From an optimization exercise on the open Yosys and OpenROAD flow, aimed at small area, a short achievable clock period and few clock cycles; shortcuts taken in it are not production practice. Only simulation tests tie the RTL to the original design; equivalence was not proved. Power and IR drop assume default switching activity.

--- flow/config.mk ---
export PLATFORM = sky130hd
export DESIGN_NAME = rob_unit
export DESIGN_NICKNAME = rob_unit
export VERILOG_FILES = /design/flow/design.v
export SDC_FILE = /design/flow/constraint.sdc
export NUM_CORES = 4
export LEC_CHECK = 0
export CAP_MARGIN = 20
export CORE_MARGIN = 2
export CORE_UTILIZATION = 40
export PLACE_DENSITY = 0.6
export SETUP_SLACK_MARGIN = 2.5
export SLEW_MARGIN = 20
--- flow/run.sh ---
#!/bin/bash
# synth_recipe.tcl (not shown) runs the flow's synth.tcl, then flattens the netlist and writes it again
# the make line also repeats each setting of config.mk as NAME=value (left out here)
make -C /OpenROAD-flow-scripts/flow DESIGN_CONFIG=/design/flow/config.mk WORK_HOME=/design/flow/orfs CLKGATE_MAP_FILE= SYNTH_SCRIPT=/design/flow/synth_recipe.tcl finish
--- flow/constraint.sdc ---
create_clock -name core_clock -period 5.0 [get_ports {clk}]
set_input_delay 1.0000 -clock core_clock [delete_from_list [all_inputs] [get_ports {clk}]]
set_output_delay 1.0000 -clock core_clock [all_outputs]
set_load 0.01 [all_outputs]
--- flow/design.v ---
module rob_unit #(
    parameter MAX_CAP = 16
) (
    input  wire         clk,
    input  wire         rst,           
    input  wire [31:0]  cfg_rob_cap,   
    input  wire         cmd_valid,
    output wire         cmd_ready,
    input  wire [189:0] cmd,
    output reg          rsp_valid,
    output reg          rsp_ok,
    output reg  [185:0] rsp_val
);
    localparam PW = 4;
    localparam N  = 16;
    localparam DW = 154;    
    localparam [3:0] OP_CHECK_SPACE = 4'h4;
    localparam [3:0] OP_INSERT      = 4'h5;
    localparam [3:0] OP_MARK_EXEC   = 4'h6;
    localparam [3:0] OP_MARK_READY  = 4'h7;
    localparam [3:0] OP_CHECK_READY = 4'h8;
    localparam [3:0] OP_CHECK_HEAD  = 4'h9;
    localparam [3:0] OP_WAKEUP      = 4'hA;
    localparam [3:0] OP_REMOVE_HEAD = 4'hB;
    localparam [3:0] OP_RD_STAT     = 4'hC;
    localparam S1_RDY = 72;
    localparam S1_TAG = 73;    
    localparam S2_RDY = 113;
    localparam S2_TAG = 114;   
    localparam [N-1:0] OH0 = {{(N-1){1'b0}}, 1'b1};
    assign cmd_ready = 1'b1;
    reg [PW:0]    rob_cap;
    reg [N-1:0]   last_oh;      
    reg [PW-1:0]  rob_head;
    reg [PW-1:0]  rob_tail;
    reg [N-1:0]   head_oh;
    reg [N-1:0]   tail_oh;
    reg           wrapped;
    reg [N-1:0]   ent_valid;
    reg [N-1:0]   ent_ready;
    reg [DW-1:0]  ent_inst [0:N-1];
    reg [N-1:0]   head_adv;     
    reg [N-1:0]   tail_adv;     
    reg           tail_free;    
    reg           head_ready;   
    reg           head_wr;      
    reg [N-1:0]   wsel;         
    reg [N-1:0]   hsel;         
    wire [3:0]    op    = cmd[3:0];
    wire [185:0]  inst  = cmd[189:4];
    wire [31:0]   tag_t = cmd[35:4];
    wire [31:0]   tag_i = cmd[189:158];
    wire [PW-1:0] idx_i = tag_i[PW-1:0];
    wire [PW-1:0] idx_t = tag_t[PW-1:0];
    wire [7:0]    csr   = cmd[11:4];
    wire tag_i_ok = (tag_i[31:PW] == 0) && ({1'b0, idx_i} < rob_cap);
    wire tag_t_ok = (tag_t[31:PW] == 0) && ({1'b0, idx_t} < rob_cap);
    wire is_insert = cmd_valid & (op == OP_INSERT);
    wire is_mready = cmd_valid & (op == OP_MARK_READY);
    wire is_wakeup = cmd_valid & (op == OP_WAKEUP);
    wire is_remove = cmd_valid & (op == OP_REMOVE_HEAD);
    wire [N-1:0] idx_i_oh = OH0 << idx_i;
    wire [N-1:0] idx_t_oh = OH0 << idx_t;
    wire mark_hit = tag_i_ok & |(ent_valid & idx_i_oh);
    wire cready_v = tag_t_ok & |(ent_valid & ent_ready & idx_t_oh);
    wire do_insert = is_insert & tail_free;
    wire do_remove = is_remove & head_ready;
    wire [N-1:0] wr_en = is_insert ? wsel : {N{1'b0}};
    wire [N-1:0] rm_en = do_remove ? head_oh : {N{1'b0}};
    wire [N-1:0] mr_en = (is_mready & tag_i_ok) ? idx_i_oh : {N{1'b0}};
    wire cap1      = last_oh[0];
    wire tail_wrap = tail_adv[0];
    wire head_wrap = head_adv[0];
    function [N-1:0] adv;
        input [N-1:0] p;
        input [N-1:0] last;
        begin
            adv = {p[N-2:0] & ~last[N-2:0], |(p & last)};
        end
    endfunction
    wire [N-1:0] tail_oh_n  = do_insert ? tail_adv : tail_oh;
    wire [N-1:0] head_oh_n  = do_remove ? head_adv : head_oh;
    wire [N-1:0] tail_adv_n = do_insert ? adv(tail_adv, last_oh) : tail_adv;
    wire [N-1:0] head_adv_n = do_remove ? adv(head_adv, last_oh) : head_adv;
    wire [N-1:0] valid_n    = (ent_valid & ~rm_en) | wr_en;
    wire [N-1:0] ready_n    = (ent_ready & ~wr_en) | mr_en;
    wire         wrapped_n  = wrapped | (do_insert & tail_wrap);
    wire tf_ins = ~cap1 & ~|(ent_valid & tail_adv);
    wire tf_rm  = tail_free | |(head_oh & tail_oh);
    wire hr_rm  = ~cap1 & |(ent_valid & ent_ready & head_adv);
    wire hw_rm  = wrapped | (head_adv != tail_oh);
    wire head_valid = |(ent_valid & head_oh);
    wire mr_head    = is_mready & tag_i_ok & (idx_i == rob_head);
    wire tail_free_n  = do_insert ? tf_ins : do_remove ? tf_rm : tail_free;
    wire head_ready_n = do_remove ? hr_rm : (head_ready | (mr_head & head_valid));
    wire head_wr_n    = do_insert | (do_remove ? hw_rm : head_wr);
    wire [N-1:0] rd_sel = is_remove ? hsel : {N{1'b0}};
    reg [DW-1:0] rd_data;
    integer k;
    always @(*) begin
        rd_data = {DW{1'b0}};
        for (k = 0; k < N; k = k + 1)
            rd_data = rd_data | (ent_inst[k] & {DW{rd_sel[k]}});
    end
    wire [N-1:0] wk1, wk2;
    genvar g;
    generate
        for (g = 0; g < N; g = g + 1) begin : g_ent
            assign wk1[g] = is_wakeup & ent_valid[g] & (ent_inst[g][S1_TAG +: 32] == tag_t);
            assign wk2[g] = is_wakeup & ent_valid[g] & (ent_inst[g][S2_TAG +: 32] == tag_t);
            always @(posedge clk) begin
                if (wr_en[g]) begin
                    ent_inst[g] <= inst[DW-1:0];
                end else begin
                    if (wk1[g]) ent_inst[g][S1_RDY] <= 1'b1;
                    if (wk2[g]) ent_inst[g][S2_RDY] <= 1'b1;
                end
            end
        end
    endgenerate
    always @(posedge clk) begin
        if (rst) begin
            rob_cap    <= cfg_rob_cap[PW:0];
            last_oh    <= OH0 << (cfg_rob_cap[PW-1:0] - 1'b1);
            rob_head   <= {PW{1'b0}};
            rob_tail   <= {PW{1'b0}};
            head_oh    <= OH0;
            tail_oh    <= OH0;
            wrapped    <= 1'b0;
            ent_valid  <= {N{1'b0}};
            ent_ready  <= {N{1'b0}};
            head_adv   <= (cfg_rob_cap[PW:0] == 1) ? OH0 : (OH0 << 1);
            tail_adv   <= (cfg_rob_cap[PW:0] == 1) ? OH0 : (OH0 << 1);
            tail_free  <= 1'b1;
            head_ready <= 1'b0;
            head_wr    <= 1'b0;
            wsel       <= OH0;
            hsel       <= {N{1'b0}};
            rsp_valid  <= 1'b0;
        end else begin
            rsp_valid  <= cmd_valid;
            ent_valid  <= valid_n;
            ent_ready  <= ready_n;
            head_oh    <= head_oh_n;
            tail_oh    <= tail_oh_n;
            wrapped    <= wrapped_n;
            head_adv   <= head_adv_n;
            tail_adv   <= tail_adv_n;
            tail_free  <= tail_free_n;
            head_ready <= head_ready_n;
            head_wr    <= head_wr_n;
            wsel       <= tail_free_n ? tail_oh_n : {N{1'b0}};
            hsel       <= head_wr_n ? head_oh_n : {N{1'b0}};
            if (do_insert) rob_tail <= tail_wrap ? {PW{1'b0}} : rob_tail + 1'b1;
            if (do_remove) rob_head <= head_wrap ? {PW{1'b0}} : rob_head + 1'b1;
        end
    end
    reg        ok_n;
    reg [31:0] lo_n;
    always @(*) begin
        ok_n = 1'b1;
        lo_n = 32'd0;
        case (op)
            OP_CHECK_SPACE: lo_n[0] = tail_free;
            OP_INSERT: begin
                if (tail_free) lo_n[PW-1:0] = rob_tail;
                else begin ok_n = 1'b0; lo_n = 32'hFFFF_FFFF; end
            end
            OP_MARK_EXEC, OP_MARK_READY: ok_n = mark_hit;
            OP_CHECK_READY: lo_n[0] = cready_v;
            OP_CHECK_HEAD:  lo_n[0] = head_ready;
            OP_WAKEUP: ;
            OP_REMOVE_HEAD: ;
            OP_RD_STAT: begin
                case (csr)
                    8'h04:   lo_n[PW:0]   = rob_cap;
                    8'h25:   lo_n[PW-1:0] = rob_head;
                    8'h26:   lo_n[PW-1:0] = rob_tail;
                    default: ok_n = 1'b0;
                endcase
            end
            default: ok_n = 1'b0;
        endcase
    end
    always @(posedge clk) begin
        rsp_ok            <= ok_n;
        rsp_val[31:0]     <= lo_n | rd_data[31:0];
        rsp_val[153:32]   <= rd_data[153:32];
        rsp_val[185:154]  <= {{(32-PW){1'b0}}, (is_remove & head_wr) ? rob_head : {PW{1'b0}}};
    end
endmodule
==> impl_metrics.csv, run 1 <==
group,metric,value,unit
place,hpwl,277000,um
critical_path,endpoint_kind,"flip-flop",
critical_path,required,5610,ps
detailed_routing,drtPass1Iterations,6,
clock_network,cts_max_level,5,
clock_network,clk_path_buf_depth,4,
sta,setup_viol,0,
place,post-place-cells,11100,
die,die_area,281000,um^2
finish,finalInstanceArea,134000,um^2
sta,max_freq,378,MHz
global_route,grt_pass1_wl,603000,um
flow_run,drv_cap,0,
critical_path,cp_max_fo,36,
sta,skew,60.4,ps
logic_synthesis,synth-edff-count,2517,
logic_synthesis,synth_top_area_share,68.2,%
run_status,outcome,"timing/DRC/antenna clean",
logic_synthesis,yosysSeqAreaShare,73.1,%
power,leakagePower,44.5,nW
sta,rsz0062_at_grt,"true",
detailed_routing,drt_iter0_drc,12400,
detailed_routing,routed_wl,457000,um
critical_path,critPathSlowestCell,"nor4_1",
logic_synthesis,synth_most_common_cell,"edfxtp_1",
critical_path,arrival,3260,ps
clock_network,cts.sinks,2785,
worst_hold_path,min_path_type,"in2reg",
die,ioPinCount,414,
global_route,antenna_found_initial,63,
detailed_routing,ant_nets,0,
critical_path,crit_type,"in2reg",
detailed_routing,post_drt_wl_per_cell,39.0,um
sta,period_needed,2650,ps
critical_path,max_stage_delay,350,ps
detailed_routing,vias_per_cell,6.34,
critical_path,path_cells,"buf_8 -> buf_6 -> xnor2_1 -> nand4_1 -> nor4_1 -> buf_4 -> nand3_1 -> o21ai_1",
finish,fin_util,48.4,%
detailed_routing,drc,0,
global_route,overflow,0,
logic_synthesis,ys_warn_count,2,
power,power_per_cell_area,370,nW/um^2
logic_synthesis,synthTopCellsByCount,"2517 x edfxtp_1, 1114 x a22oi_1, 532 x xor2_1, 512 x xnor2_1, 450 x nand2_1",
logic_synthesis,netlist_area,111000,um^2
place,io_buffers,357,
place,gp_congestion,1.04,
clock_network,cts_tree,"yes",
sta,max-slew-margin-rel,29.3,%
logic_synthesis,ys_top_cells_by_area,"edfxtp_1 68%, a22oi_1 7.5%, dfxtp_1 4.8%",
die,fp.dieH,530,um
logic_synthesis,synthArstFlopShare,0,%
die,initial_core_util,40.1,%
clock_network,cts-buffers-inserted,299,
logic_synthesis,yosys_most_used_dff,"edfxtp_1",
clock_network,clock_latency,960,ps
logic_synthesis,ys_ff_latch,2785,
logic_synthesis,synth_top_area_cell,"edfxtp_1",
clock_network,clockRootBuffer,"clkbuf_16",
finish,final_cells,11700,
place,placed_cell_area,121000,um^2
sta,worstMarginPinSlew,1060,ps
finish,layout-drive-gt1-share,16.1,%
die,coreArea,276000,um^2
global_route,grt_pass1_vias,69200,
die,die_width,530,um
global_route,globalRouteTotalUtil,31.3,%
clock_network,cts_hold_buffers,0,
finish,area_growth,20.7,%
finish,fillCellCount,23200,
critical_path,startpoint_type,"input port",
sta,hold_viol,0,
logic_synthesis,synthCells,7161,
logic_synthesis,syn_avg_cell_area,15.5,um^2
power,worst_ir_drop_vdd,0.275,mV
clock_network,clk_pin_slew,60,ps
detailed_routing,vias,74400,
sta,fin_crit_sh,53.0,%
die,rows,193,
sta,maxSlewViolCount,0,
sta,fin_tns_setup,0,ps
finish,nets,7995,
global_route,grt_max_degree,120,
logic_synthesis,synth_cell_types,66,
## power breakdown
group / switching [W] / total [W] / internal, W
Sequential: 0.0000726 / 0.0255 / 0.0254
Clock: 0.00950 / 0.0222 / 0.0127
Combinational: 0.00128 / 0.00181 / 0.000528
Total: 0.0109 / 0.0495 / 0.0386
## stage by stage
step	power, W	hold WS (ps)	setup slack (ps)
6_report	0.0495	337	2350
3_5_place_dp	0.0276	436	614
2_1_floorplan	0.0266	422	478
5_1_grt	0.0505	322	2420
4_1_cts	0.0494	418	2330
3_3_place_gp	0.0276	437	625
## kinds of logic (layout without fill, tap and decap cells)
group	Yosys count	after routing	synth area share, %
other	2	52	0.00678
DFF	2785	2785	73.1
buffers and inverters	519	1342	2.09
adders and majority gates	8	8	0.0903
xor gates and xnor gates	1044	1044	8.25
AOI/OAI and AO/OA	1400	1400	9.43
muxes	38	38	0.367
and+or+nand+nor	1365	1365	6.71
## layer usage
layer	GRT usage (%)	wire length, um
met1	42.5	170000
met2	46.0	197000
met3	8.13	61100
met4	16.4	28400
met5	0	376
## worst max-delay path: cells and delay by family
family / cells / cell delay, ps
xor+xnor: 1 / 250
compound gates: 1 / 300
simple gates: 3 / 780
buf+inv: 3 / 810
## flip-flops by register name (all words and copies together), names as in the netlist, 5 cells and up
signal	count
ent_inst	2464
ent_ready	16
ent_valid	16
head_adv	16
head_oh	16
hsel	16
last_oh	16
rob_cap	5
rsp_val	158
tail_adv	16
tail_oh	16
wsel	16
## area by class of cell
cell class | instances | area [um^2] | share of cell area [%]
flip-flops and latches | 2785 | 81100 | 60.6
multi-input cells | 3884 | 28900 | 21.6
repair buffers | 755 | 9200 | 6.88
clock buffers | 399 | 8190 | 6.12
well taps | 3705 | 4640 | 3.47
clock inverters | 151 | 1500 | 1.12
inverters | 37 | 199 | 0.149
diodes | 23 | 57.6 | 0.0430
## what timing repair did
item                       4_1_cts  5_1_grt
cloned                          27       17
setup endpoints to repair     2940      279
resized for setup              939      119
pin swaps                       34       26
setup buffers                   60       12
## final timing paths
kind,from,endpoint,slack (ps),cells past startpoint
max,cmd[16],ent_inst[2][72],2350,8
min,cmd[34],ent_inst[4][30],340,1
max reg2reg,ent_inst[8][141],ent_inst[8][113],2400,5
min reg2reg,ent_inst[2][24],rsp_val[24],430,2
## placed cells by master, fill, tap and decap left out, types with 155 or more instances in the layout
cell and n:
xnor2_1 476, xor2_1 532, nand2_1 440, a22oi_1 1080, clkbuf_16 323, dfxtp_1 221, nor4_1 155, clkdlybuf4s50_1 156
edfxtp_1 2517, nand4_1 237, buf_4 178
Testbench counts, summed over its fixed seeds: cycles 24,008.
==> run 2: changes to the inputs <==
--- a/flow/config.mk
+++ b/flow/config.mk
@@ -7,7 +7,7 @@
 export LEC_CHECK = 0
 export CAP_MARGIN = 20
 export CORE_MARGIN = 2
-export CORE_UTILIZATION = 40
-export PLACE_DENSITY = 0.6
-export SETUP_SLACK_MARGIN = 2.5
+export CORE_UTILIZATION = 50
+export PLACE_DENSITY = 0.62
+export SETUP_SLACK_MARGIN = 2.6
 export SLEW_MARGIN = 20
==> impl_metrics.csv, run 2 <==
group,metric,value,unit
global_route,grt_max_degree,87,
flow_run,drv_cap,0,
logic_synthesis,synth-edff-count,2517,
logic_synthesis,yosysSeqAreaShare,73.1,%
detailed_routing,post_drt_wl_per_cell,40.4,um
power,worst_ir_drop_vdd,0.328,mV
clock_network,cts_max_level,5,
finish,top_regs,"ent_inst (2464), rsp_val (158)",
sta,skew,86.9,ps
die,rows,172,
clock_network,cts_tree,"yes",
worst_hold_path,min_path_type,"in2reg",
logic_synthesis,synth_top_area_share,68.2,%
critical_path,startpoint_type,"input port",
power,leakagePower,45.0,nW
finish,layout-drive-gt1-share,17.8,%
global_route,grt_pass1_vias,69800,
global_route,grt_pass1_wl,593000,um
logic_synthesis,synth_most_common_cell,"edfxtp_1",
detailed_routing,drc,0,
logic_synthesis,ys_top_cells_by_area,"edfxtp_1 68%, a22oi_1 7.5%, dfxtp_1 4.8%",
logic_synthesis,synth_top_area_cell,"edfxtp_1",
place,hpwl,265000,um
sta,max_freq,386,MHz
clock_network,cts-buffers-inserted,306,
detailed_routing,vias_per_cell,6.80,
critical_path,endpoint_kind,"flip-flop",
power,power_per_cell_area,369,nW/um^2
logic_synthesis,synthCells,7161,
run_status,outcome,"timing/DRC/antenna clean",
die,die_width,475,um
logic_synthesis,synthTopCellsByCount,"2517 x edfxtp_1, 1114 x a22oi_1, 532 x xor2_1, 512 x xnor2_1, 450 x nand2_1",
critical_path,critPathSlowestCell,"nand3_1",
clock_network,clk_pin_slew,60,ps
finish,final_cell_mix,"2517 x edfxtp_1, 1090 x a22oi_1, 532 x xor2_1",
critical_path,crit_type,"in2reg",
logic_synthesis,ys_warn_count,2,
finish,largest_reg_flops,2464,
critical_path,max_stage_delay,380,ps
finish,final_cells,11000,
logic_synthesis,netlist_area,111000,um^2
sta,max-slew-margin-rel,20.5,%
sta,worstMarginPinSlew,1190,ps
critical_path,path_cells,"buf_8 -> buf_6 -> buf_4 -> xnor2_1 -> nand4_1 -> nor4_1 -> nand3_1 -> o21ai_0",
critical_path,cp_max_fo,32,
clock_network,cts.sinks,2785,
logic_synthesis,syn_avg_cell_area,15.5,um^2
clock_network,clk_path_buf_depth,4,
global_route,overflow,0,
detailed_routing,routed_wl,444000,um
sta,maxSlewViolCount,0,
finish,nets,8043,
detailed_routing,drtPass1Iterations,7,
logic_synthesis,yosys_most_used_dff,"edfxtp_1",
detailed_routing,ant_nets,0,
finish,area_growth,20.7,%
logic_synthesis,synth_cell_types,66,
place,io_buffers,357,
finish,fin_util,60.8,%
die,initial_core_util,50.4,%
clock_network,clock_latency,980,ps
detailed_routing,vias,74900,
die,coreArea,220000,um^2
sta,hold_viol,0,
clock_network,clockRootBuffer,"clkbuf_16",
clock_network,cts_hold_buffers,0,
sta,fin_tns_setup,0,ps
detailed_routing,drt_iter0_drc,13600,
finish,seq_area,81200,um^2
sta,period_needed,2590,ps
finish,layout_commonest_cell,"edfxtp_1",
sta,rsz0062_at_grt,"true",
place,gp_congestion,1.06,
global_route,antenna_found_initial,45,
global_route,globalRouteTotalUtil,38.7,%
logic_synthesis,synthArstFlopShare,0,%
sta,setup_viol,0,
finish,top_register,"ent_inst",
finish,multiInputGateArea,29100,um^2
die,fp.dieH,475,um
critical_path,required,5620,ps
logic_synthesis,ys_ff_latch,2785,
critical_path,arrival,3220,ps
place,post-place-cells,10300,
sta,fin_crit_sh,51.9,%
die,die_area,225000,um^2
finish,fillCellCount,16600,
die,ioPinCount,414,
run 2: cell counts after synthesis:
No cell type changed its count.
run 2: worst paths after layout:
kind               startpoint          endpoint  slack [ps]  cells after the start
max                   cmd[15]  ent_inst[14][72]        2410                      8
min                 cmd_valid         rsp_valid         370                      2
max reg2reg  ent_inst[5][128]  ent_inst[5][113]        2500                      5
min reg2reg   ent_inst[2][24]       rsp_val[24]         440                      2
run 2: stage by stage:
step	total power, W	hold WS (ps)	cell area [um^2]	setup slack, ps
final	0.0493	373	134000	2410
after global routing	0.0502	357	134000	2430
after CTS	0.0492	367	133000	2400
after detailed placement	0.0276	438	120000	786
after global placement	0.0276	436	120000	796
after floorplan	0.0266	422	111000	478
run 2: cell type report:
class	count	share of cell area, %
antenna	18	0.0337
clock buffer	429	6.48
clock inverter	102	0.695
inverter	37	0.149
multi-input combinational	3886	21.8
sequential	2785	60.7
tap	2958	2.77
timing repair buffer	794	7.44
run 2: where the power goes:
| part | internal [W] | leakage (nW) | switching (W) | total, W |
|---|---|---|---|---|
| logic | 0.000526 | 15.3 | 0.00129 | 0.00181 |
| registers | 0.0254 | 25.0 | 0.0000713 | 0.0255 |
| clock network | 0.0129 | 4.71 | 0.00914 | 0.0220 |
| total | 0.0388 | 45.0 | 0.0105 | 0.0493 |
run 2: per-layer routing:
| metal | wire length, um | global-route usage, % | up-vias | share of wire, % |
|---|---|---|---|---|
| li1 | - | - | 29400 | - |
| met1 | 159000 | 52.2 | 37600 | 36 |
| met2 | 187000 | 55.2 | 6380 | 42 |
| met3 | 66000 | 12.3 | 1399 | 15 |
| met4 | 31600 | 22.5 | 54 | 7.1 |
| met5 | 337 | 0 | - | 0.076 |
run 2: logic make-up (layout without fill, tap and decap cells):
logic type / after synthesis / in the layout / share of synthesized area [%]
compound gates: 1400 / 1400 / 9.43
xor+xnor: 1044 / 1044 / 8.25
fa+ha+maj: 8 / 8 / 0.0903
buf+inv: 519 / 1362 / 2.09
flops: 2785 / 2785 / 73.1
mux: 38 / 38 / 0.367
other cells: 2 / 47 / 0.00678
simple gates: 1365 / 1367 / 6.71
run 2: timing repair:
action,CTS,global route
setup buffers,92,12
endpoints found under the hold margin,0,0
gates resized for setup,1164,150
cloned,43,5
endpoints found under the setup margin,2902,348
pin swaps,25,18
run 2: critical path: cells and delay by family:
family,cells,cell delay (ps)
AO/OA/AOI/OAI,1,340
XOR/XNOR,1,180
buffers and inverters,3,730
AND/OR/NAND/NOR,3,860
==> run 3: changes to the inputs <==
--- a/flow/config.mk
+++ b/flow/config.mk
@@ -8,6 +8,8 @@
 export CAP_MARGIN = 20
 export CORE_MARGIN = 2
 export CORE_UTILIZATION = 50
+export CTS_CLUSTER_DIAMETER = 80
+export CTS_CLUSTER_SIZE = 22
 export PLACE_DENSITY = 0.62
 export SETUP_SLACK_MARGIN = 2.6
 export SLEW_MARGIN = 20
==> impl_metrics.csv, run 3 <==
group,metric,value,unit
clock_network,clk_pin_slew,90,ps
sta,fin_crit_sh,53.1,%
clock_network,clock_latency,880,ps
detailed_routing,drtPass1Iterations,7,
finish,top_register,"ent_inst",
detailed_routing,drt_iter0_drc,14500,
sta,hold_viol,0,
power,power_per_cell_area,318,nW/um^2
worst_hold_path,min_path_type,"reg2reg",
die,die_width,475,um
critical_path,reg2reg_depth,5,
critical_path,required,5550,ps
place,gp_congestion,1.06,
clock_network,cts_hold_buffers,0,
global_route,overflow,0,
sta,period_needed,2660,ps
power,total_power,0.0414,W
detailed_routing,post_drt_wl_per_cell,41.8,um
global_route,grt_max_degree,87,
flow_run,drv_cap,0,
detailed_routing,vias_per_cell,6.92,
place,hpwl,265000,um
place,io_buffers,357,
sta,max-slew-margin-rel,8.72,%
logic_synthesis,synthTopCellsByCount,"2517 x edfxtp_1, 1114 x a22oi_1, 532 x xor2_1, 512 x xnor2_1, 450 x nand2_1",
finish,top_regs,"ent_inst (2464), rsp_val (158)",
detailed_routing,drc,0,
logic_synthesis,synth_top_family_by_area,"compound AO/OA/AOI/OAI gates",
sta,fin_tns_setup,0,ps
critical_path,r2r_end,"ent_inst[3][113]",
sta,max_freq,376,MHz
detailed_routing,vias,74800,
global_route,globalRouteTotalUtil,39.2,%
logic_synthesis,synthCells,7161,
global_route,antenna_found_initial,48,
finish,area_growth,17.6,%
critical_path,endpoint,"ent_inst[3][113]",
critical_path,crit_start,"cmd[6]",
global_route,grt_pass1_vias,68500,
critical_path,cp_max_fo,40,
critical_path,crit_type,"in2reg",
logic_synthesis,ys_ff_latch,2785,
place,pre_cts_slack,786,ps
die,rows,172,
run_status,outcome,"timing/DRC/antenna clean",
critical_path,startpoint_type,"input port",
logic_synthesis,synth_top_area_cell,"edfxtp_1",
sta,holdWs,452,ps
finish,final_cell_mix,"2517 x edfxtp_1, 1054 x a22oi_1, 532 x xor2_1",
critical_path,endpoint_kind,"flip-flop",
logic_synthesis,synth_mux_area_share,0.367,%
die,ioPinCount,414,
sta,skew,46.9,ps
global_route,grt_pass1_wl,598000,um
sta,rsz0062_at_grt,"true",
logic_synthesis,synth_top_area_share,68.2,%
logic_synthesis,synth_most_common_cell,"edfxtp_1",
finish,largest_reg_flops,2464,
detailed_routing,ant_nets,0,
logic_synthesis,netlist_area,111000,um^2
clock_network,clk_path_buf_depth,3,
sta,setup_slack,2340,ps
die,die_area,225000,um^2
die,fp.dieH,475,um
clock_network,cts.sinks,2785,
logic_synthesis,synth_compound_area_share,9.43,%
logic_synthesis,yosys.area_share.simple,6.71,%
sta,maxSlewViolCount,0,
clock_network,cts_tree,"yes",
clock_network,cts_max_level,4,
finish,layout-drive-gt1-share,16.3,%
finish,layout_commonest_cell,"edfxtp_1",
critical_path,reg2reg_from,"ent_inst[3][116]",
clock_network,clockRootBuffer,"clkbuf_16",
logic_synthesis,syn_avg_cell_area,15.5,um^2
logic_synthesis,synth-edff-count,2517,
sta,worstMarginPinSlew,1360,ps
sta,setup_viol,0,
critical_path,arrival,3210,ps
detailed_routing,routed_wl,452000,um
finish,nets,7939,
logic_synthesis,yosys_most_used_dff,"edfxtp_1",
power,worst_ir_drop_vdd,0.305,mV
logic_synthesis,synth_xor_area_share,8.25,%
die,coreArea,220000,um^2
logic_synthesis,ys_warn_count,2,
logic_synthesis,ys_top_cells_by_area,"edfxtp_1 68%, a22oi_1 7.5%, dfxtp_1 4.8%",
critical_path,reg2reg_setup_slack,2460,ps
die,initial_core_util,50.4,%
logic_synthesis,synthArstFlopShare,0,%
clock_network,cts-buffers-inserted,153,
worst_hold_path,min_path_cells,2,
power,leakagePower,43.1,nW
logic_synthesis,synth_cell_types,66,
logic_synthesis,synth_fa_ha_area_share,0.0903,%
logic_synthesis,yosysSeqAreaShare,73.1,%
## run 3: worst max-delay path: stages
cell,delay (ps)
buf_8,180
xnor2_2,570
nand4_1,240
nor4_4,470
nand3_1,310
o21ai_0,290
## run 3: layer usage
layer,vias up,global-route usage [%],routed length [um]
li1,29100,-,-
met1,37900,52.5,161000
met2,6473,56.1,192000
met3,1302,13.1,67200
met4,44,21.6,31100
met5,-,0,399
## run 3: cell type report
cell class              instances  area, um^2
inverters                      37         199
flip-flops and latches       2785       81100
multi-input cells            3885       29500
diodes                         24        60.1
well taps                    2958        3700
repair buffers                844       10900
fillers                     16900       89700
clock inverters                46         574
clock buffers                 238        4240
## run 3: worst min-delay path by stage
| stage | start | endpoint | slack [ps] |
|---|---|---|---|
| 5_1_grt | cmd_valid | rsp_valid | 460 |
| 4_1_cts | cmd_valid | rsp_valid | 440 |
| 3_5_place_dp | ent_inst[2][24] | rsp_val[24] | 440 |
| 3_3_place_gp | ent_inst[10][14] | rsp_val[14] | 440 |
| 2_1_floorplan | ent_inst[13][10] | rsp_val[10] | 420 |
| 6_report | ent_inst[2][18] | rsp_val[18] | 450 |
## run 3: power breakdown
group	leakage (nW)	internal (W)	switching, W
sequential	25.0	0.0254	0.0000695
combinational	15.9	0.000543	0.00131
clock	2.30	0.00630	0.00787
## run 3: logic make-up (layout without fill, tap and decap cells)
logic type	count (synthesis)	count (layout)
AND/OR/NAND/NOR	1365	1366
XOR/XNOR	1044	1044
AO/OA/AOI/OAI	1400	1400
adder cells (fa/ha/maj)	8	8
flip-flops	2785	2785
buffers and inverters	519	1165
multiplexers	38	38
other	2	53
## run 3: repair_timing
item                                    in CTS  in global routing
setup buffers                              107                 20
cloned                                      70                  4
endpoints found under the setup margin    2923                175
resized for setup                         1138                213
pin swaps                                   38                 47
## run 3: stage by stage
step                cells  util, %  cell area (um^2)
finish              10800     59.2            130000
global route        10800     59.2            130000
CTS                 10800     58.6            129000
detailed placement  10300     54.4            120000
global placement    10300     54.4            120000
floorplan            7188        -            111000
==> run 4: changes to the inputs <==
--- a/flow/config.mk
+++ b/flow/config.mk
@@ -7,9 +7,9 @@
 export LEC_CHECK = 0
 export CAP_MARGIN = 20
 export CORE_MARGIN = 2
-export CORE_UTILIZATION = 50
+export CORE_UTILIZATION = 60
 export CTS_CLUSTER_DIAMETER = 80
 export CTS_CLUSTER_SIZE = 22
-export PLACE_DENSITY = 0.62
+export PLACE_DENSITY = 0.7
 export SETUP_SLACK_MARGIN = 2.6
 export SLEW_MARGIN = 20
==> impl_metrics.csv, run 4 <==
group,metric,value,unit
sta,worstMarginPinSlew,1190,ps
finish,largest_reg_flops,2464,
finish,area_growth,15.6,%
logic_synthesis,syn_avg_cell_area,15.5,um^2
clock_network,cts_tree,"yes",
finish,fin_util,69.9,%
finish,seq_area,81100,um^2
sta,max_freq,389,MHz
finish,top_register,"ent_inst",
critical_path,crit_type,"in2reg",
power,power_per_cell_area,322,nW/um^2
sta,fin_tns_setup,0,ps
global_route,grt_pass1_vias,67700,
clock_network,cts_hold_buffers,0,
run_status,outcome,"timing/DRC/antenna clean",
critical_path,critPathSlowestCell,"nand4_1",
logic_synthesis,synth_cell_types,66,
critical_path,path_cells,"buf_8 -> nand3b_1 -> buf_6 -> buf_6 -> buf_12 -> buf_6 -> nor3_4 -> buf_12 -> buf_16 -> buf_12 -> buf_12 -> a22oi_2 -> and4_1 -> nand4_1",
critical_path,crit_top_cell,"buf_12",
die,ioPinCount,414,
sta,period_needed,2570,ps
finish,layout_commonest_cell,"edfxtp_1",
critical_path,timing.critical_path.buf_inv,9,
detailed_routing,vias,73800,
critical_path,endpoint_kind,"flip-flop",
critical_path,max_stage_delay,440,ps
clock_network,cts_max_level,4,
logic_synthesis,yosysSeqAreaShare,73.1,%
detailed_routing,drc,0,
clock_network,clock_latency,860,ps
finish,layout-drive-gt1-share,15.7,%
global_route,overflow,0,
detailed_routing,drt_iter0_drc,14100,
die,die_area,188000,um^2
sta,maxSlewViolCount,0,
critical_path,cp_max_fo,5,
critical_path,required,5530,ps
sta,rsz0062_at_grt,"true",
logic_synthesis,ys_top_cells_by_area,"edfxtp_1 68%, a22oi_1 7.5%, dfxtp_1 4.8%",
logic_synthesis,synthArstFlopShare,0,%
finish,final_cell_mix,"2517 x edfxtp_1, 1043 x a22oi_1, 532 x xor2_1",
sta,skew,22.6,ps
die,coreArea,183000,um^2
critical_path,startpoint_type,"input port",
global_route,grt_max_degree,80,
clock_network,clockRootBuffer,"clkbuf_16",
sta,setup_viol,0,
logic_synthesis,ys_warn_count,2,
global_route,antenna_found_initial,40,
finish,fillCellCount,12200,
global_route,grt_pass1_wl,570000,um
clock_network,cts-buffers-inserted,153,
finish,multiInputGateArea,29500,um^2
die,rows,157,
die,die_width,434,um
power,total_power,0.0413,W
clock_network,cts.sinks,2785,
sta,fin_crit_sh,51.5,%
logic_synthesis,synthCells,7161,
global_route,globalRouteTotalUtil,44.7,%
clock_network,clk_pin_slew,90,ps
flow_run,drv_cap,0,
detailed_routing,post_drt_wl_per_cell,41.7,um
logic_synthesis,synth_top_area_cell,"edfxtp_1",
finish,top_regs,"ent_inst (2464), rsp_val (158)",
logic_synthesis,netlist_area,111000,um^2
clock_network,clk_path_buf_depth,3,
sta,hold_viol,0,
logic_synthesis,synth-edff-count,2517,
die,fp.dieH,434,um
power,worst_ir_drop_vdd,0.387,mV
finish,nets,7881,
place,gp_congestion,1.04,
logic_synthesis,synthTopCellsByCount,"2517 x edfxtp_1, 1114 x a22oi_1, 532 x xor2_1, 512 x xnor2_1, 450 x nand2_1",
logic_synthesis,synth_top_area_share,68.2,%
sta,max-slew-margin-rel,20.2,%
critical_path,cpLargestDelayFamily,"buffers and inverters",
power,leakagePower,42.5,nW
die,initial_core_util,60.5,%
place,hpwl,263000,um
critical_path,arrival,3100,ps
worst_hold_path,min_path_type,"reg2reg",
detailed_routing,drtPass1Iterations,7,
detailed_routing,routed_wl,427000,um
logic_synthesis,yosys_most_used_dff,"edfxtp_1",
detailed_routing,vias_per_cell,7.19,
logic_synthesis,ys_ff_latch,2785,
logic_synthesis,synth_most_common_cell,"edfxtp_1",
detailed_routing,ant_nets,0,
place,io_buffers,357,
-- run 4: power breakdown --
group / total, W / internal [W] / leakage, nW / switching (W)
combinational: 0.00182 / 0.000549 / 15.3 / 0.00127
clock: 0.0140 / 0.00626 / 2.31 / 0.00776
sequential: 0.0254 / 0.0254 / 25.0 / 0.0000686
total: 0.0413 / 0.0322 / 42.5 / 0.00910
-- run 4: worst min-delay path: stages (launching register included) --
cell	delay (ps)
edfxtp_1	330
a21oi_1	50
nand2_1	50
-- run 4: through the flow --
stage	area [um^2]	std cells	hold WS (ps)	setup WS, ps
after floorplan	111000	7188	422	478
after global placement	119000	9826	431	872
after detailed placement	119000	9826	435	821
after CTS	127000	10200	454	2520
after global routing	128000	10200	473	2490
final	128000	10300	457	2430
-- run 4: final timing paths --
kind / depth (start not counted) / slack [ps] / to / startpoint
max: 14 / 2430 / rsp_val[98] / cmd[3]
min: 2 / 460 / rsp_val[17] / ent_inst[6][17]
max reg2reg: 5 / 2500 / ent_inst[10][113] / ent_inst[10][128]
min reg2reg: 2 / 460 / rsp_val[17] / ent_inst[6][17]
-- run 4: layout make-up --
cell class / count / area share (%)
flip-flops and latches: 2785 / 63.3
clock buffers: 237 / 3.33
multi-input cells: 3886 / 23.0
diodes: 20 / 0.0391
inverters: 37 / 0.155
repair buffers: 785 / 7.34
well taps: 2464 / 2.41
clock inverters: 43 / 0.422
-- run 4: timing repair --
action | 4_1_cts | 5_1_grt
pin swaps | 32 | 73
resized for setup | 1075 | 212
setup buffers | 77 | 17
setup endpoints to repair | 2932 | 182
gates cloned | 33 | 4
-- run 4: kinds of logic after synthesis --
kind of cell	share of synthesized area [%]
other	0.00678
xor gates and xnor gates	8.25
AOI/OAI and AO/OA	9.43
DFF	73.1
buffers and inverters	2.09
muxes	0.367
and+or+nand+nor	6.71
adders and majority gates	0.0903
-- run 4: per-layer routing --
| metal | wire length, um | GRT usage, % |
|---|---|---|
| met4 | 27800 | 23.4 |
| met3 | 62900 | 12.5 |
| met2 | 186000 | 65.1 |
| met5 | 240 | 0 |
| met1 | 150000 | 61.7 |
==> run 5: changes to the inputs <==
--- a/flow/design.v
+++ b/flow/design.v
@@ -110,11 +110,12 @@
             assign wk2[g] = is_wakeup & ent_valid[g] & (ent_inst[g][S2_TAG +: 32] == tag_t);
             always @(posedge clk) begin
                 if (wr_en[g]) begin
-                    ent_inst[g] <= inst[DW-1:0];
-                end else begin
-                    if (wk1[g]) ent_inst[g][S1_RDY] <= 1'b1;
-                    if (wk2[g]) ent_inst[g][S2_RDY] <= 1'b1;
+                    ent_inst[g][S1_RDY-1:0]        <= inst[S1_RDY-1:0];
+                    ent_inst[g][S2_RDY-1:S1_RDY+1] <= inst[S2_RDY-1:S1_RDY+1];
+                    ent_inst[g][DW-1:S2_RDY+1]     <= inst[DW-1:S2_RDY+1];
                 end
+                ent_inst[g][S1_RDY] <= wr_en[g] ? inst[S1_RDY] : (ent_inst[g][S1_RDY] | wk1[g]);
+                ent_inst[g][S2_RDY] <= wr_en[g] ? inst[S2_RDY] : (ent_inst[g][S2_RDY] | wk2[g]);
             end
         end
     endgenerate
==> impl_metrics.csv, run 5 <==
group,metric,value,unit
sta,setup_slack,2390,ps
sta,setup_viol,0,
finish,layout-drive-gt1-share,14.9,%
detailed_routing,post_drt_wl_per_cell,41.8,um
detailed_routing,routed_wl,434000,um
critical_path,reg2reg_depth,5,
logic_synthesis,synth_fa_ha_area_share,0.0902,%
critical_path,endpoint_kind,"flip-flop",
clock_network,cts.sinks,2785,
flow_run,drv_cap,0,
logic_synthesis,netlist_area,111000,um^2
critical_path,timing.critical_path.buf_inv,0,
logic_synthesis,synth_compound_area_share,9.69,%
place,pre_cts_slack,480,ps
detailed_routing,vias,74800,
place,gp_congestion,1.07,
logic_synthesis,synth_top_family_by_area,"compound AO/OA/AOI/OAI gates",
sta,skew,27.9,ps
critical_path,r2r_end,"ent_inst[5][72]",
finish,top_register,"ent_inst",
logic_synthesis,synth_mux_area_share,0.337,%
die,coreArea,183000,um^2
detailed_routing,ant_nets,0,
detailed_routing,drtPass1Iterations,8,
critical_path,arrival,3380,ps
logic_synthesis,ys_top_cells_by_area,"edfxtp_1 67%, xnor2_1 8.1%, a22oi_1 7.4%",
critical_path,path_cells,"xnor2_1 -> nand4_1 -> nor4_2 -> a41oi_1 -> a21oi_1",
logic_synthesis,synth_xor_area_share,8.25,%
worst_hold_path,hold_end,"rsp_val[13]",
critical_path,reg2reg_setup_slack,2390,ps
global_route,grt_max_degree,75,
clock_network,cts_hold_buffers,0,
critical_path,cpLargestDelayFamily,"simple AND/OR/NAND/NOR gates",
finish,layout_commonest_cell,"edfxtp_1",
clock_network,clk_pin_slew,90,ps
power,worst_ir_drop_vdd,0.383,mV
clock_network,cts_max_level,4,
die,initial_core_util,60.5,%
power,leakagePower,41.3,nW
clock_network,cts_tree,"yes",
logic_synthesis,syn_avg_cell_area,15.4,um^2
power,power_per_cell_area,326,nW/um^2
finish,fillCellCount,12600,
clock_network,clk_path_buf_depth,3,
sta,worstMarginPinSlew,1160,ps
logic_synthesis,synth_top_area_cell,"edfxtp_1",
die,die_area,188000,um^2
critical_path,crit_type,"reg2reg",
finish,largest_reg_flops,2464,
place,hpwl,270000,um
clock_network,clock_latency,840,ps
sta,rsz0062_at_grt,"true",
logic_synthesis,synth_most_common_cell,"edfxtp_1",
logic_synthesis,yosys_most_used_dff,"edfxtp_1",
sta,period_needed,2610,ps
clock_network,clockRootBuffer,"clkbuf_16",
logic_synthesis,synthArstFlopShare,0,%
worst_hold_path,min_path_type,"reg2reg",
clock_network,cts-buffers-inserted,156,
critical_path,max_stage_delay,710,ps
critical_path,required,5770,ps
critical_path,cp_max_fo,2,
critical_path,startpoint_type,"flip-flop",
logic_synthesis,synthTopCellsByCount,"2485 x edfxtp_1, 1096 x a22oi_1, 1028 x xnor2_1, 449 x nand2_1, 344 x nand4_1",
global_route,grt_pass1_vias,68200,
global_route,globalRouteTotalUtil,45.5,%
finish,final_cell_mix,"2485 x edfxtp_1, 1060 x a22oi_1, 997 x xnor2_1",
detailed_routing,vias_per_cell,7.20,
logic_synthesis,synth-edff-count,2485,
die,fp.dieH,434,um
power,total_power,0.0415,W
logic_synthesis,synthCells,7192,
sta,fin_crit_sh,52.2,%
sta,max-slew-margin-rel,22.7,%
logic_synthesis,yosysSeqAreaShare,72.7,%
detailed_routing,drt_iter0_drc,14800,
place,io_buffers,357,
die,die_width,434,um
logic_synthesis,ys_ff_latch,2785,
logic_synthesis,ys_warn_count,2,
logic_synthesis,yosys.area_share.simple,6.57,%
global_route,grt_pass1_wl,578000,um
logic_synthesis,synth_cell_types,63,
finish,nets,8003,
worst_hold_path,min_from,"ent_inst[5][13]",
sta,hold_viol,0,
die,rows,157,
worst_hold_path,min_path_cells,2,
sta,maxSlewViolCount,0,
sta,fin_tns_setup,0,ps
critical_path,reg2reg_from,"ent_inst[5][81]",
die,ioPinCount,414,
global_route,overflow,0,
global_route,antenna_found_initial,41,
sta,holdWs,462,ps
critical_path,critPathSlowestCell,"nor4_2",
finish,top_regs,"ent_inst (2464), rsp_val (158)",
sta,max_freq,383,MHz
finish,area_growth,14.9,%
logic_synthesis,synth_top_area_share,67.2,%
run_status,outcome,"timing/DRC/antenna clean",
detailed_routing,drc,0,
-- run 5: cell count changes after synthesis, sizes merged, moves of 44 or more --
cell    before   now
a21oi       57   114
xnor2      512  1028
clkbuf     236   139
buf        246   341
xor2       532    17
o21ai       60    16
nand4      237   344
nor2        89   155
nor4       179    47
-- run 5: kinds of logic (layout without fill, tap and decap cells) --
family | count (synthesis) | after routing
AOI/OAI and AO/OA | 1436 | 1436
xor gates and xnor gates | 1045 | 1045
adders and majority gates | 8 | 8
buffers and inverters | 506 | 1169
DFF | 2785 | 2785
muxes | 36 | 36
other | 2 | 51
and+or+nand+nor | 1374 | 1389
-- run 5: repair_timing --
action                                 4_1_cts  5_1_grt
setup endpoints to repair                 2899      339
buffers inserted                           103       43
pin swaps                                   33       25
gates resized for setup                    945      108
endpoints found under the hold margin        0        0
cloned                                      36        3
-- run 5: how the worst max path moves through the flow --
| stage | start | slack (ps) | endpoint | cells past startpoint |
|---|---|---|---|---|
| after global placement | cmd[3] | 510 | rsp_val[98] | 7 |
| after CTS | cmd[17] | 2450 | rsp_val[0] | 8 |
| final | ent_inst[5][81] | 2390 | ent_inst[5][72] | 5 |
| after global routing | cmd[21] | 2490 | ent_inst[13][113] | 8 |
| after detailed placement | cmd[3] | 480 | rsp_val[98] | 7 |
| after floorplan | cmd[3] | 760 | ent_inst[10][0] | 6 |
-- run 5: cell type report --
cell class	count	area [um^2]	area share [%]
inverter	26	161	0.127
multi-input combinational	3943	29000	22.8
antenna	22	55.1	0.0432
timing repair buffer	858	9490	7.44
sequential	2785	80700	63.3
tap	2464	3080	2.42
clock inverter	41	546	0.428
clock buffer	244	4410	3.46
-- run 5: per-stage QoR --
| stage | cell area, um^2 | instances | util, % |
|---|---|---|---|
| 2_1_floorplan | 111000 | 7219 | - |
| 3_3_place_gp | 119000 | 9891 | 65.1 |
| 3_5_place_dp | 119000 | 9891 | 65.1 |
| 4_1_cts | 126000 | 10300 | 68.9 |
| 5_1_grt | 127000 | 10400 | 69.5 |
| 6_report | 128000 | 10400 | 69.5 |
-- run 5: per-layer routing --
| metal | global-route usage (%) | vias up | part of all wire (%) |
|---|---|---|---|
| met5 | 0 | - | 0.14 |
| li1 | - | 29300 | - |
| met3 | 15.9 | 1251 | 16 |
| met1 | 62.3 | 37500 | 35 |
| met2 | 64.8 | 6739 | 42 |
| met4 | 22.8 | 44 | 6.3 |
-- run 5: report_power, final --
part	total, W	switching [W]	internal, W
registers	0.0254	0.0000804	0.0253
clock network	0.0143	0.00771	0.00656
logic	0.00186	0.00129	0.000570
total	0.0415	0.00908	0.0325
-- run 5: worst min-delay path, stage by stage (launching register included) --
cell and delay, ps:
edfxtp_1 330, a21oi_1 50, nand4_1 60
Testbench counts of run 5, summed over its fixed seeds: cycles 24,008.
==> run 6: changes to the inputs <==
--- a/flow/config.mk
+++ b/flow/config.mk
@@ -11,5 +11,5 @@
 export CTS_CLUSTER_DIAMETER = 80
 export CTS_CLUSTER_SIZE = 22
 export PLACE_DENSITY = 0.7
-export SETUP_SLACK_MARGIN = 2.6
+export SETUP_SLACK_MARGIN = 2.7
 export SLEW_MARGIN = 20
==> impl_metrics.csv, run 6 <==
group,metric,value,unit
clock_network,cts.sinks,2785,
finish,fillCellCount,12300,
place,post-place-cells,9891,
clock_network,cts_hold_buffers,0,
clock_network,clock_latency,870,ps
clock_network,cts_tree,"yes",
logic_synthesis,netlist_area,111000,um^2
logic_synthesis,yosysSeqAreaShare,72.7,%
detailed_routing,routed_wl,438000,um
critical_path,reg2reg_setup_slack,2570,ps
sta,hold_viol,0,
worst_hold_path,hold_end,"rsp_valid",
sta,max-slew-margin-rel,22.6,%
finish,layout_commonest_cell,"edfxtp_1",
power,total_power,0.0416,W
die,die_area,188000,um^2
logic_synthesis,synthCells,7192,
detailed_routing,drc,0,
detailed_routing,vias_per_cell,7.26,
finish,nets,8020,
logic_synthesis,synth_cell_types,63,
logic_synthesis,ys_ff_latch,2785,
power,leakagePower,41.8,nW
clock_network,clk_pin_slew,90,ps
die,fp.dieH,434,um
detailed_routing,top_layer,"met5",
finish,final_cells,10400,
worst_hold_path,min_path_type,"in2reg",
global_route,grt_max_degree,75,
critical_path,cp_max_fo,17,
finish,top_regs,"ent_inst (2464), rsp_val (158)",
die,die_width,434,um
clock_network,clk_path_buf_depth,3,
finish,final_cell_mix,"2485 x edfxtp_1, 1019 x a22oi_1, 980 x xnor2_1",
detailed_routing,wl_met1,153000,um
die,rows,157,
logic_synthesis,synth_top_area_share,67.2,%
detailed_routing,ant_nets,0,
sta,holdWs,445,ps
flow_run,drv_cap,0,
die,initial_core_util,60.5,%
logic_synthesis,yosys_most_used_dff,"edfxtp_1",
logic_synthesis,synth-edff-count,2485,
critical_path,reg2reg_from,"ent_inst[11][90]",
power,power_per_cell_area,322,nW/um^2
place,gp_congestion,1.07,
finish,largest_reg_flops,2464,
clock_network,clockRootBuffer,"clkbuf_16",
logic_synthesis,synth_most_common_cell,"edfxtp_1",
logic_synthesis,synth_top_area_cell,"edfxtp_1",
detailed_routing,post_drt_wl_per_cell,42.1,um
logic_synthesis,syn_avg_cell_area,15.4,um^2
worst_hold_path,min_from,"cmd_valid",
critical_path,reg2reg_depth,5,
critical_path,required,5790,ps
global_route,grt_pass1_wl,578000,um
place,io_buffers,357,
detailed_routing,dr_wl_met3,70200,um
detailed_routing,vias,75500,
global_route,globalRouteTotalUtil,45.5,%
worst_hold_path,min_path_cells,2,
sta,max_freq,407,MHz
sta,maxSlewViolCount,0,
detailed_routing,drt_iter0_drc,15000,
global_route,antenna_found_initial,36,
clock_network,cts_max_level,4,
sta,setup_slack,2540,ps
logic_synthesis,ys_warn_count,2,
place,hpwl,270000,um
sta,fin_crit_sh,49.2,%
critical_path,crit_type,"in2reg",
sta,period_needed,2460,ps
critical_path,arrival,3250,ps
sta,rsz0062_at_grt,"true",
critical_path,endpoint_kind,"flip-flop",
critical_path,r2r_end,"ent_inst[11][72]",
logic_synthesis,synthArstFlopShare,0,%
die,ioPinCount,414,
global_route,grt_pass1_vias,68300,
clock_network,cts-buffers-inserted,156,
sta,skew,32.1,ps
sta,fin_tns_setup,0,ps
detailed_routing,drtPass1Iterations,6,
critical_path,startpoint_type,"input port",
sta,setup_viol,0,
power,worst_ir_drop_vdd,0.367,mV
finish,layout-drive-gt1-share,17.0,%
sta,worstMarginPinSlew,1140,ps
die,coreArea,183000,um^2
logic_synthesis,synthTopCellsByCount,"2485 x edfxtp_1, 1096 x a22oi_1, 1028 x xnor2_1, 449 x nand2_1, 344 x nand4_1",
run_status,outcome,"timing/DRC/antenna clean",
global_route,overflow,0,
finish,top_register,"ent_inst",
logic_synthesis,ys_top_cells_by_area,"edfxtp_1 67%, xnor2_1 8.1%, a22oi_1 7.4%",
finish,area_growth,16.5,%
place,pre_cts_slack,480,ps
detailed_routing,met2_length,186000,um
## run 6: cell counts after synthesis
Identical to the previous run, type by type.
## run 6: worst max-delay path by stage
stage,slack [ps],cells after the start,start,to
6_report,2540,6,cmd[21],ent_inst[11][72]
5_1_grt,2550,1,rsp_val[122],rsp_val[122]
4_1_cts,2530,1,rsp_val[122],rsp_val[122]
3_5_place_dp,480,7,cmd[3],rsp_val[98]
3_3_place_gp,510,7,cmd[3],rsp_val[98]
2_1_floorplan,760,6,cmd[3],ent_inst[10][0]
## run 6: worst max-delay path: stages
cell and delay [ps]:
buf_4 230, xnor2_1 590, nand4_1 350, nor4_2 640
a41oi_1 230, a21oi_1 180
## run 6: layer usage
layer | vias up | GRT usage (%)
li1 | 29300 | -
met3 | 1285 | 15.5
met2 | 6909 | 64.9
met4 | 38 | 22.9
met1 | 38000 | 62.4
met5 | - | 0
## run 6: logic make-up (layout without fill, tap and decap cells)
kind of cell	count (synthesis)	in the layout	share of synthesized area, %
flops	2785	2785	72.7
compound gates	1436	1436	9.69
simple gates	1374	1392	6.57
xor+xnor	1045	1045	8.25
buf+inv	506	1183	2.40
mux	36	36	0.337
fa+ha+maj	8	8	0.0902
other cells	2	48	0.00677
## run 6: repair_timing
action | in CTS | in global routing
cloned | 37 | 14
setup endpoints to repair | 2899 | 999
buffers inserted | 115 | 36
pin swaps | 45 | 57
gates resized for setup | 1176 | 246
## run 6: stage by stage
step           instance area (um^2)  util (%)
2_1_floorplan                111000         -
3_3_place_gp                 119000      65.1
3_5_place_dp                 119000      65.1
4_1_cts                      127000      69.5
5_1_grt                      129000      70.5
6_report                     129000      70.5
## run 6: cell type report
type	instances	area [um^2]	area share (%)
diodes	19	47.5	0.0368
inverters	26	161	0.125
flip-flops and latches	2785	80900	62.5
clock inverters	41	546	0.422
clock buffers	244	4410	3.41
well taps	2464	3080	2.38
repair buffers	872	10600	8.22
multi-input cells	3946	29600	22.9
## run 6: power breakdown
part / internal [W] / leakage, nW / switching, W
clock network: 0.00656 / 2.39 / 0.00775
registers: 0.0253 / 24.9 / 0.0000809
logic: 0.000589 / 14.6 / 0.00130

re-timing with driven ports:
How much do the figures lean on ideal ports? The routed layouts below were timed once more, with nothing changed but the port constraints. Step 1 (the two cells are an assumption about what drives the block):
set clk [get_ports {clk}]
set_driving_cell -lib_cell sky130_fd_sc_hd__clkbuf_16 $clk
set_driving_cell -lib_cell sky130_fd_sc_hd__buf_2 [delete_from_list [all_inputs] $clk]
Step 2 also shifts input and output timing later by t, the mid clock arrival at the registers, as if the neighbouring blocks saw the same clock. Three values: no drivers, after step 1, after step 2; two values: the first two.
run	t (ns)	slack for setup (ns)	worst setup path after step 2	worst slew at a driven data input, ns	cell pins on the clock port's net
run 1	1.024	2.352 / 2.288 / 1.264	input to register	0.27	1
run 2	1.023	2.407 / 2.348 / 1.401	input to register	0.27	1
run 3	0.958	2.344 / 2.380 / 1.422	input to register	0.26	1
run 4	0.939	2.426 / 2.438 / 1.500	input to register	0.22	1
run 5	0.926	2.389 / 2.389 / 1.515	input to register	0.35	1
run 6	0.949	2.541 / 2.455 / 1.632	input to register	0.36	1
After both steps setup and hold are still met in every run listed. For run 1, which loses most, drivers alone change the setup slack by -0.064 ns; drivers and shift together by -1.088 ns.
